What follows belongs to an exercise in optimizing a design on an open flow for small area and a short achievable clock period; a production flow would make more cautious choices. The RTL of this run was laid out without a check of its function. The clock cells of this run come from the design's own scripts or RTL, not from TritonCTS. No driver is modelled on the clock port, so clock power and skew are understated where the tree is cut down; a real chip needs a root buffer or a tree. Power and IR drop assume default switching activity.

### flow/flow/pre_cts.tcl
# Replace TritonCTS with a small balanced clock tree: the clock port drives
# four inverters, each driving two leaf inverters, each driving the registers
# of one region (see mcts.tcl).  Two inversions: the registers see clk.
source [file join [file dirname [info script]] mcts.tcl]
manual_cts 4 2 sky130_fd_sc_hd__inv_8 sky130_fd_sc_hd__inv_4
# cts.tcl next clones clock inverters next to each register; the tree is
# already complete, so that step is skipped too.
rename repair_clock_inverters orig_repair_clock_inverters
proc repair_clock_inverters {args} {
  puts "repair_clock_inverters: skipped, the manual clock tree is complete"
}
rename clock_tree_synthesis orig_clock_tree_synthesis
proc clock_tree_synthesis {args} {
  puts "clock_tree_synthesis: replaced by the manual clock tree"
  set_propagated_clock [all_clocks]
}
### flow/flow/mcts.tcl
proc mcts_split {items idx parts} {
  set s [lsort -integer -index $idx $items]
  set n [llength $s]
  set per [expr {double($n) / $parts}]
  set out {}
  for {set k 0} {$k < $parts} {incr k} {
    lappend out [lrange $s [expr {int(round($k * $per))}] [expr {int(round(($k + 1) * $per)) - 1}]]
  }
  return $out
}

proc mcts_centre {items} {
  set sx 0; set sy 0
  foreach s $items { set sx [expr {$sx + [lindex $s 1]}]; set sy [expr {$sy + [lindex $s 2]}] }
  return [list [expr {int($sx / [llength $items])}] [expr {int($sy / [llength $items])}]]
}

proc mcts_buffer {name master x y innet outnet} {
  set block [ord::get_db_block]
  set m [[ord::get_db] findMaster $master]
  set inst [odb::dbInst_create $block $m $name]
  $inst setLocation $x $y
  $inst setPlacementStatus PLACED
  [$inst findITerm A] connect $innet
  [$inst findITerm [expr {[string match "*inv*" $master] ? "Y" : "X"}]] connect $outnet
  return $inst
}

proc manual_cts {cols rows leaf {top ""}} {
  set block [ord::get_db_block]
  set clknet [$block findNet clk]
  set sinks {}
  foreach it [$clknet getITerms] {
    set bb [[$it getInst] getBBox]
    lappend sinks [list $it [expr {([$bb xMin] + [$bb xMax]) / 2}] [expr {([$bb yMin] + [$bb yMax]) / 2}]]
  }
  set groups {}
  foreach col [mcts_split $sinks 1 $cols] {
    foreach g [mcts_split $col 2 $rows] { lappend groups $g }
  }
  set nl [llength $groups]
  if {$top eq ""} {
    set tops [list]
    for {set i 0} {$i < $nl} {incr i} { lappend tops [list $i] }
  } else {
    # groups are column-major; consecutive groups are neighbours
    set per [expr {$nl / 4}]
    set tops [list]
    for {set t 0} {$t < 4} {incr t} {
      set l {}
      for {set j 0} {$j < $per} {incr j} { lappend l [expr {$t * $per + $j}] }
      lappend tops $l
    }
  }
  set t 0
  foreach tl $tops {
    if {$top eq ""} {
      set drvnet $clknet
    } else {
      set drvnet [odb::dbNet_create $block "mclknet_t$t"]
      $drvnet setSigType CLOCK
      set pts {}
      foreach i $tl { lappend pts [concat [list x] [mcts_centre [lindex $groups $i]]] }
      set c [mcts_centre $pts]
      mcts_buffer "mclkbuf_t$t" $top [lindex $c 0] [lindex $c 1] $clknet $drvnet
    }
    foreach i $tl {
      set g [lindex $groups $i]
      set net [odb::dbNet_create $block "mclknet_$i"]
      $net setSigType CLOCK
      foreach s $g { set it [lindex $s 0]; $it disconnect; $it connect $net }
      set c [mcts_centre $g]
      mcts_buffer "mclkbuf_$i" $leaf [lindex $c 0] [lindex $c 1] $drvnet $net
    }
    incr t
  }
  puts "manual_cts: [llength $sinks] sinks, $nl leaf buffers ($leaf), top buffers: [expr {$top eq "" ? 0 : 4}] ($top)"
}
### flow/config.mk
export PLATFORM = sky130hd
export DESIGN_NAME = jtag_pdi_sniffer
export DESIGN_NICKNAME = jtag_pdi_sniffer
export VERILOG_FILES = /design/flow/design.v
export SDC_FILE = /design/flow/constraint.sdc
export NUM_CORES = 4
export LEC_CHECK = 0
export CAP_MARGIN = 20
export CORE_MARGIN = 2
export CORE_UTILIZATION = 72
export PLACE_DENSITY = 0.8
export SETUP_SLACK_MARGIN = 4.6
export SLEW_MARGIN = 20
### flow/constraint.sdc
create_clock -name core_clock -period 6.5 [get_ports {clk}]
set_input_delay 1.3000 -clock core_clock [delete_from_list [all_inputs] [get_ports {clk}]]
set_output_delay 1.3000 -clock core_clock [all_outputs]
set_load 0.01 [all_outputs]
### flow/flow/run.sh
#!/bin/bash
# Standard ORFS layout, except that the clock tree is built by flow/pre_cts.tcl
# (a flat tree of four clock buffers) instead of TritonCTS.
set -euo pipefail
W=$(pwd)
export PRE_CTS_TCL="$W/flow/pre_cts.tcl"
bash standard.sh finish > "$W/orfs_flow.log" 2>&1
### flow/design.v
module jtag_pdi_sniffer (
    input  wire       clk,
    input  wire       rst,         
    input  wire       smp_valid,   
    input  wire       tms,
    input  wire       tdi,
    input  wire       tdo,
    output wire       out_valid,
    output wire [7:0] out_data,
    output wire       pdi_err
);
    localparam [3:0] S_RESET      = 4'hF,
                     S_IDLE       = 4'hC,
                     S_SELECT_DR  = 4'h7,
                     S_CAPTURE_DR = 4'h6,
                     S_SHIFT_DR   = 4'h2,
                     S_EXIT1_DR   = 4'h1,
                     S_PAUSE_DR   = 4'h3,
                     S_EXIT2_DR   = 4'h0,
                     S_UPDATE_DR  = 4'h5,
                     S_SELECT_IR  = 4'h4,
                     S_CAPTURE_IR = 4'hE,
                     S_SHIFT_IR   = 4'hA,
                     S_EXIT1_IR   = 4'h9,
                     S_PAUSE_IR   = 4'hB,
                     S_EXIT2_IR   = 4'h8,
                     S_UPDATE_IR  = 4'hD;
    reg sv, st, si, so, rr;
    always @(posedge clk) begin
        sv <= smp_valid;
        st <= tms;
        si <= tdi;
        so <= tdo;
        rr <= rst;
    end
    reg [3:0]  tap;
    reg        ir_id;      
    reg        ir_pdi;     
    reg [3:0]  irs;
    reg [31:0] dri;
    reg [31:22] dro;
    reg        par_w;      
    reg        par_r;      
    reg [3:0] tap_next;
    always @(*) begin
        case (tap)
            S_RESET:      tap_next = st ? S_RESET     : S_IDLE;
            S_IDLE:       tap_next = st ? S_SELECT_DR : S_IDLE;
            S_SELECT_DR:  tap_next = st ? S_SELECT_IR : S_CAPTURE_DR;
            S_CAPTURE_DR: tap_next = st ? S_EXIT1_DR  : S_SHIFT_DR;
            S_SHIFT_DR:   tap_next = st ? S_EXIT1_DR  : S_SHIFT_DR;
            S_EXIT1_DR:   tap_next = st ? S_UPDATE_DR : S_PAUSE_DR;
            S_PAUSE_DR:   tap_next = st ? S_EXIT2_DR  : S_PAUSE_DR;
            S_EXIT2_DR:   tap_next = st ? S_UPDATE_DR : S_SHIFT_DR;
            S_UPDATE_DR:  tap_next = st ? S_SELECT_DR : S_IDLE;
            S_SELECT_IR:  tap_next = st ? S_RESET     : S_CAPTURE_IR;
            S_CAPTURE_IR: tap_next = st ? S_EXIT1_IR  : S_SHIFT_IR;
            S_SHIFT_IR:   tap_next = st ? S_EXIT1_IR  : S_SHIFT_IR;
            S_EXIT1_IR:   tap_next = st ? S_UPDATE_IR : S_PAUSE_IR;
            S_PAUSE_IR:   tap_next = st ? S_EXIT2_IR  : S_PAUSE_IR;
            S_EXIT2_IR:   tap_next = st ? S_UPDATE_IR : S_SHIFT_IR;
            S_UPDATE_IR:  tap_next = st ? S_SELECT_DR : S_IDLE;
            default:      tap_next = st ? S_SELECT_DR : S_IDLE;
        endcase
    end
    wire commit = sv && (tap == S_UPDATE_DR);
    wire iev    = commit && ir_id;     
    wire pcm    = commit && ir_pdi;    
    reg  pev;              
    always @(posedge clk) begin
        pev <= pcm;
        if (rr) begin
            tap    <= S_RESET;
            ir_id  <= 1'b1;
            ir_pdi <= 1'b0;
            irs    <= 4'h0;
            dri    <= 32'h0;
            dro    <= 10'h0;
            par_w  <= 1'b0;
            par_r  <= 1'b0;
        end else if (sv) begin
            case (tap)
                S_RESET: begin
                    ir_id  <= 1'b1;
                    ir_pdi <= 1'b0;
                end
                S_SHIFT_DR: begin
                    dri   <= {si, dri[31:1]};
                    dro   <= {so, dro[31:23]};
                    par_w <= par_w ^ dri[31] ^ dri[22];
                    par_r <= par_r ^ dro[31] ^ dro[22];
                end
                S_SHIFT_IR:  irs <= {si, irs[3:1]};
                S_UPDATE_IR: begin
                    ir_id  <= (irs == 4'h3);
                    ir_pdi <= (irs == 4'h7);
                end
                default: ;
            endcase
            tap <= tap_next;
        end
    end
    reg        idl;        
    reg        rd;         
    reg        big;        
    reg        lds;        
    reg        cap;        
    reg [1:0]  arg;        
    reg [2:0]  kc;         
    reg [23:0] acc;        
    localparam [1:0] P_NONE = 2'd0, P_DEC = 2'd1, P_LD = 2'd2, P_CLR = 2'd3;
    reg [31:0] rg;
    reg [1:0]  ph;
    reg [1:0]  pop;        
    reg        pa;         
    reg        bin;        
    reg        enz;        
    reg        bad_r;      
    wire       bad = rd ? par_r : par_w;
    wire [7:0] b   = rd ? dro[29:22] : dri[29:22];
    wire       act = (pop != P_NONE) && (pa || ph == 2'd0);
    reg  [7:0] ldb;
    always @(*) begin
        case (ph)
            2'd0:    ldb = dri[29:22];
            2'd1:    ldb = acc[7:0];
            2'd2:    ldb = acc[15:8];
            default: ldb = acc[23:16];
        endcase
    end
    reg  [7:0] nb;
    always @(*) begin
        if (!act)
            nb = rg[7:0];
        else case (pop)
            P_DEC:   nb = rg[7:0] ^ {bin && rg[6:0] == 7'd0, bin && rg[5:0] == 6'd0,
                                         bin && rg[4:0] == 5'd0, bin && rg[3:0] == 4'd0,
                                         bin && rg[2:0] == 3'd0, bin && rg[1:0] == 2'd0,
                                         bin && !rg[0], bin};
            P_LD:    nb = (ph <= arg) ? ldb : 8'd0;
            default: nb = 8'd0;
        endcase
    end
    always @(posedge clk) begin
        rg   <= {nb, rg[31:8]};
        ph   <= ph + 2'd1;
        bin  <= (ph == 2'd3) || (bin && rg[7:0] == 8'd0);
        pa   <= act && ph != 2'd3;
        if (act && ph == 2'd3)
            pop <= P_NONE;
        bad_r <= bad;
        if (rr) begin
            idl <= 1'b1;
            rd  <= 1'b0;
            big <= 1'b0;
            lds <= 1'b0;
            cap <= 1'b0;
            pop <= P_CLR;
            pa  <= 1'b0;
            enz <= 1'b0;
        end else if (pev) begin
            if (bad_r) begin
                idl <= 1'b1;
                rd  <= 1'b0;
                big <= 1'b0;
                lds <= 1'b0;
                cap <= 1'b0;
                if (big) begin
                    pop <= P_CLR;
                    enz <= 1'b0;
                end
            end else if (idl) begin
                case (b[7:4])
                    4'h0: begin idl <= 1'b0; lds <= 1'b1; end   
                    4'h1: begin idl <= 1'b0; rd <= 1'b1; big <= 1'b1; end  
                    4'h2: begin idl <= 1'b0; end  
                    4'h3: begin idl <= 1'b0; big <= 1'b1; end  
                    4'h4: begin idl <= 1'b0; rd <= 1'b1; end  
                    4'h5: begin idl <= 1'b0; cap <= 1'b1; end  
                    4'h6: begin idl <= 1'b0; end  
                    4'h7: begin idl <= 1'b0; end  
                    4'hF: ;                                    
                    default: begin idl <= 1'b0; rd <= 1'b1; end  
                endcase
            end else begin
                if (kc != 3'd0) begin
                end else if (big && enz) begin
                    pop <= P_DEC;
                    enz <= |{rg[31:25], rg[23:17], rg[15:9], rg[7:1]} ||
                           (rg[0]  && ph != 2'd0) || (rg[24] && ph != 2'd1) ||
                           (rg[16] && ph != 2'd2) || (rg[8]  && ph != 2'd3);
                end else begin
                    if (cap) begin
                        pop <= P_LD;
                        cap <= 1'b0;
                        enz <= |dri[29:22] || (arg != 2'd0 && |acc[7:0]) ||
                               (arg[1] && |acc[15:8]) || (arg == 2'd3 && |acc[23:16]);
                    end
                    if (lds) begin
                        rd  <= 1'b1;
                        lds <= 1'b0;
                    end else begin
                        idl <= 1'b1;
                        rd  <= 1'b0;
                        big <= 1'b0;
                    end
                end
            end
        end
    end
    reg [2:0] kc_cmd;
    always @(*) begin
        case (b[7:4])
            4'h0:    kc_cmd = {1'b0, b[3:2]};                            
            4'h2:    case (b[3:0])                                       
                         4'h0:                      kc_cmd = 3'd1;     
                         4'h1, 4'h4:                kc_cmd = 3'd2;
                         4'h2, 4'h5, 4'h8:          kc_cmd = 3'd3;
                         4'h3, 4'h6, 4'h9, 4'hC:    kc_cmd = 3'd4;
                         4'h7, 4'hA, 4'hD:          kc_cmd = 3'd5;
                         4'hB, 4'hE:                kc_cmd = 3'd6;
                         default:                   kc_cmd = 3'd7;
                     endcase
            4'h1, 4'h3, 4'h5:
                     kc_cmd = {1'b0, b[1:0]};                            
            4'h7:    kc_cmd = 3'd7;                                      
            default: kc_cmd = 3'd0;
        endcase
    end
    always @(posedge clk) begin
        if (pev && !bad_r) begin
            if (idl) begin
                arg <= b[1:0];
                kc  <= kc_cmd;
            end else if (kc != 3'd0) begin
                kc <= kc - 3'd1;
                if (cap) acc <= {acc[15:0], b};
            end else begin
                kc <= {1'b0, arg};
            end
        end
    end
    wire pdi_byte = pcm && !bad && !idl;
    reg       e3, e2, e1, e0;    
    reg       ep;                
    reg       ov;
    reg       perr;
    reg [7:0] od;
    always @(posedge clk) begin
        if (rr) begin
            e3 <= 1'b0; e2 <= 1'b0; e1 <= 1'b0; e0 <= 1'b0;
            ep <= 1'b0;
        end else begin
            e3 <= iev;
            e2 <= e3;
            e1 <= e2;
            e0 <= e1;
            ep <= pdi_byte;
        end
        ov   <= !rst && !rr && (iev || e3 || e2 || e1 || e0 || pdi_byte || ep);
        perr <= !rst && !rr && pev && bad_r;
        od <= ({8{iev}}      & 8'h10)
            | ({8{pdi_byte}} & 8'h11)
            | ({8{e3}}       & dri[31:24])
            | ({8{e2}}       & dri[23:16])
            | ({8{e1}}       & dri[15:8])
            | ({8{e0}}       & dri[7:0])
            | ({8{ep}}       & b);
    end
    assign out_valid = ov;
    assign out_data  = od;
    assign pdi_err   = perr;
endmodule
### flow/standard.sh
#!/bin/bash
# synth_recipe.tcl (not shown) runs the flow's synth.tcl, then flattens the netlist and writes it again
# the make line also repeats each setting of config.mk as NAME=value (left out here)
make -C /OpenROAD-flow-scripts/flow DESIGN_CONFIG=/design/flow/config.mk WORK_HOME=/design/flow/orfs CLKGATE_MAP_FILE= SYNTH_SCRIPT=/design/flow/synth_recipe.tcl "${@:-finish}"
==> metrics.csv <==
metric,value,unit
syn_nets,687,
first_pass_iters,8,
p_sw,0.000341,W
core-area,8260,um2
grt_usage,0.292,
worstPathMaxFanout,6,
tightest_slew,0.721,ns
syn_area_per_cell,9.25,um2
reg2reg_from,ph[0],
routed_wirelength,14.5,mm
crit_type,register to register,
crit_arrival,2.08,ns
place.gp.congestion,0.890,
power_frac_comb,0.021,
drt_iter0_drc,509,
place_area,6280,um2
grt_max_degree,72,
slowest_delay,0.41,ns
synth-edff-count,29,
wl_per_cell,18.5,um
outcome,no timing/DRC/antenna violations,
timing.fmax,485,MHz
antenna_cells,0,
yosys_warnings,1,
nFillCells,508,
num_rows,33,
pre_cts_slack,3.92,ns
io_buffers,15,
yosysSeqAreaShare,0.531,
rsz0062_at_grt,true,
power,0.00135,W
synth.area.top_cells,"dfxtp_1, edfxtp_1, nand2_1",
dieArea,9310,um2
drcViolationCount,0,
hold_start,rg[27],
slew_headroom,0.519,
synth_cells,666,
grt_pass1_wl,21.6,mm
clkPwrFrac,0.275,
max-vdd-ir-drop,0.164,mV
clk_pin_slew,0.09,ns
ys_types,60,
swShare,0.252,
io_pins,16,
p_int,0.00101,W
pwr-share-seq,0.703,
design_area,6750,um2
worstSetupStartpointType,register,
netlist_top_cells_count,"nand2_1, dfxtp_1, a21oi_1",
fin_ws,4.44,ns
via_per_inst,6.54,
fp.dieH,96.5,um
fp.dieW,96.5,um
period_share,0.317,
netlist_area,6160,um2
dp.cells,744,
overflow,0,
antenna_found_initial,0,
drive_above_1_share,0.152,
crit_slowest_cell,a222oi_1,
final_cell_count_no_fill,781,
cp-startpoint,ph[0],
yosysMostFrequentCell,nand2_1,
worst_ep_required_time,6.52,ns
min_period,2.06,ns
dp_hpwl,8.93,mm
worstSetupEndpointType,register,
synth_top_area_frac,0.390,
p_leak,2.35,nW
hold_class,register to register,
clock_skew,0.0236,ns
syn_to_final_growth,9.59,%
setup_viol,0,
insertion_delay,0.16,ns
nNetsFinal,699,
cap_viol_max_count,0,
synthArstFlopShare,0,
ant_nets,0,
hold_viol_final,0,
ys_seq_elements,149,
slew_viol_final,0,
crit_chain,inv_2 > ha_4 > a222oi_1 > nor2_1 > a21oi_2 > nor3b_2 > a221o_1,
ys.flop_type,dfxtp_1,
powerDensity,201,nW/um2
holdBufCountCts,0,
timing.setup.tns,0,ns
initial_core_util,0.746,
vias,5111,
grt_pass1_vias,4458,
yosys.area.top_type,dfxtp_1,
kinds of logic after synthesis:
logic type,Yosys count,synth area share
simple gates,249,0.191
flops,149,0.531
compound gates,170,0.171
xor+xnor,3,0.00427
buf+inv,66,0.0453
mux,14,0.0260
fa+ha+maj,15,0.0305
layout by cell type, fill, tap and decap left out, types with 5 or more instances in the layout:
cell | Yosys | layout
o21ai_0 | 37 | 34
nand4_1 | 6 | 6
nor3_1 | 21 | 18
dfxtp_1 | 120 | 107
inv_1 | 21 | 18
nand2_1 | 134 | 134
mux2_2 | 6 | 5
ha_1 | 15 | 11
nand3_1 | 16 | 16
nor4_1 | 10 | 9
inv_8 | 0 | 8
nor2b_1 | 14 | 12
a22oi_1 | 21 | 21
dfxtp_2 | 0 | 10
nor2_1 | 23 | 22
a222oi_1 | 8 | 8
buf_4 | 4 | 24
a21oi_1 | 66 | 65
buf_2 | 6 | 6
edfxtp_1 | 29 | 29
mux2i_1 | 7 | 6
power by group through the flow:
stage	Sequential, W	Combinational (W)	Clock, W
3_5_place_dp	0.000974	0.0000276	0
3_3_place_gp	0.000974	0.0000266	0
4_1_cts	0.000952	0.0000276	0.000375
2_1_floorplan	0.000968	0.0000264	0
6_report	0.000953	0.0000285	0.000373
5_1_grt	0.000954	0.0000324	0.000400
critical path, delay by kind of cell, from the launching register on:
family / cells / cell delay, ns
simple gates: 2 / 0.22
fa+ha+maj: 1 / 0.20
buf+inv: 1 / 0.08
compound gates: 3 / 1.03
flops: 1 / 0.39
repair_timing:
action / in CTS / in global routing
buffers inserted: 4 / 20
gates cloned: 0 / 1
pin swaps: 1 / 12
setup endpoints to repair: 73 / 89
resized for setup: 57 / 39
final cells by class:
type / count / area (um2) / area share
inverter: 34 / 198 / 0.0293
sequential: 149 / 3300 / 0.489
timing repair buffer: 41 / 344 / 0.0510
tap: 105 / 131 / 0.0195
multi-input combinational: 452 / 2780 / 0.412
through the flow:
step,hold slack (ns),util
2_1_floorplan,0.324,-
3_3_place_gp,0.333,0.760
3_5_place_dp,0.338,0.760
4_1_cts,0.349,0.779
5_1_grt,0.354,0.817
6_report,0.348,0.817
final timing paths:
path / slack [ns] / cells past startpoint / end
worst max-delay path: 4.44 / 7 / rg[31]
worst min-delay path: 0.35 / 0 / rg[19]
worst max register to register: 4.44 / 7 / rg[31]
worst min register to register: 0.35 / 0 / rg[19]
sequential cells by signal, indices dropped and copies added (netlist names), 3 cells and up:
name  cells
dri      32
rg       32
acc      24
dro      10
od        8
irs       4
tap       4
kc        3
layer usage:
metal / part of all wire / up-vias / routed length, um / GRT usage
li1: - / 2377 / - / -
met1: 0.40 / 2395 / 5740 / 0.397
met2: 0.49 / 277 / 7110 / 0.482
met3: 0.070 / 62 / 1020 / 0.0240
met4: 0.043 / 0 / 616 / 0.124
met5: 0 / - / 0 / 0

==> separate check: timing with driven ports <==
No port has a modelled driver above. Below, the same layout with a new extraction and two added sets of constraints. Step 1 assumes that a clkbuf_16 drives the clock port and a buf_2 every other input. Step 2, shift: input delay + t, output delay - t, t = (earliest + latest rising clock arrival at the registers) / 2. This alone moves slack from input paths to output paths. Slacks: ideal / step 1 / step 2; pairs: ideal / step 1.
shift t [ns]: 0.229
setup slack, ns: 4.439 / 4.438 / 4.438
worst slew at a driven data input, ns: 0.03
After both steps setup and hold are still met in this run. The setup slack of this run moves by -0.001 ns with the drivers and by -0.001 ns with both steps.
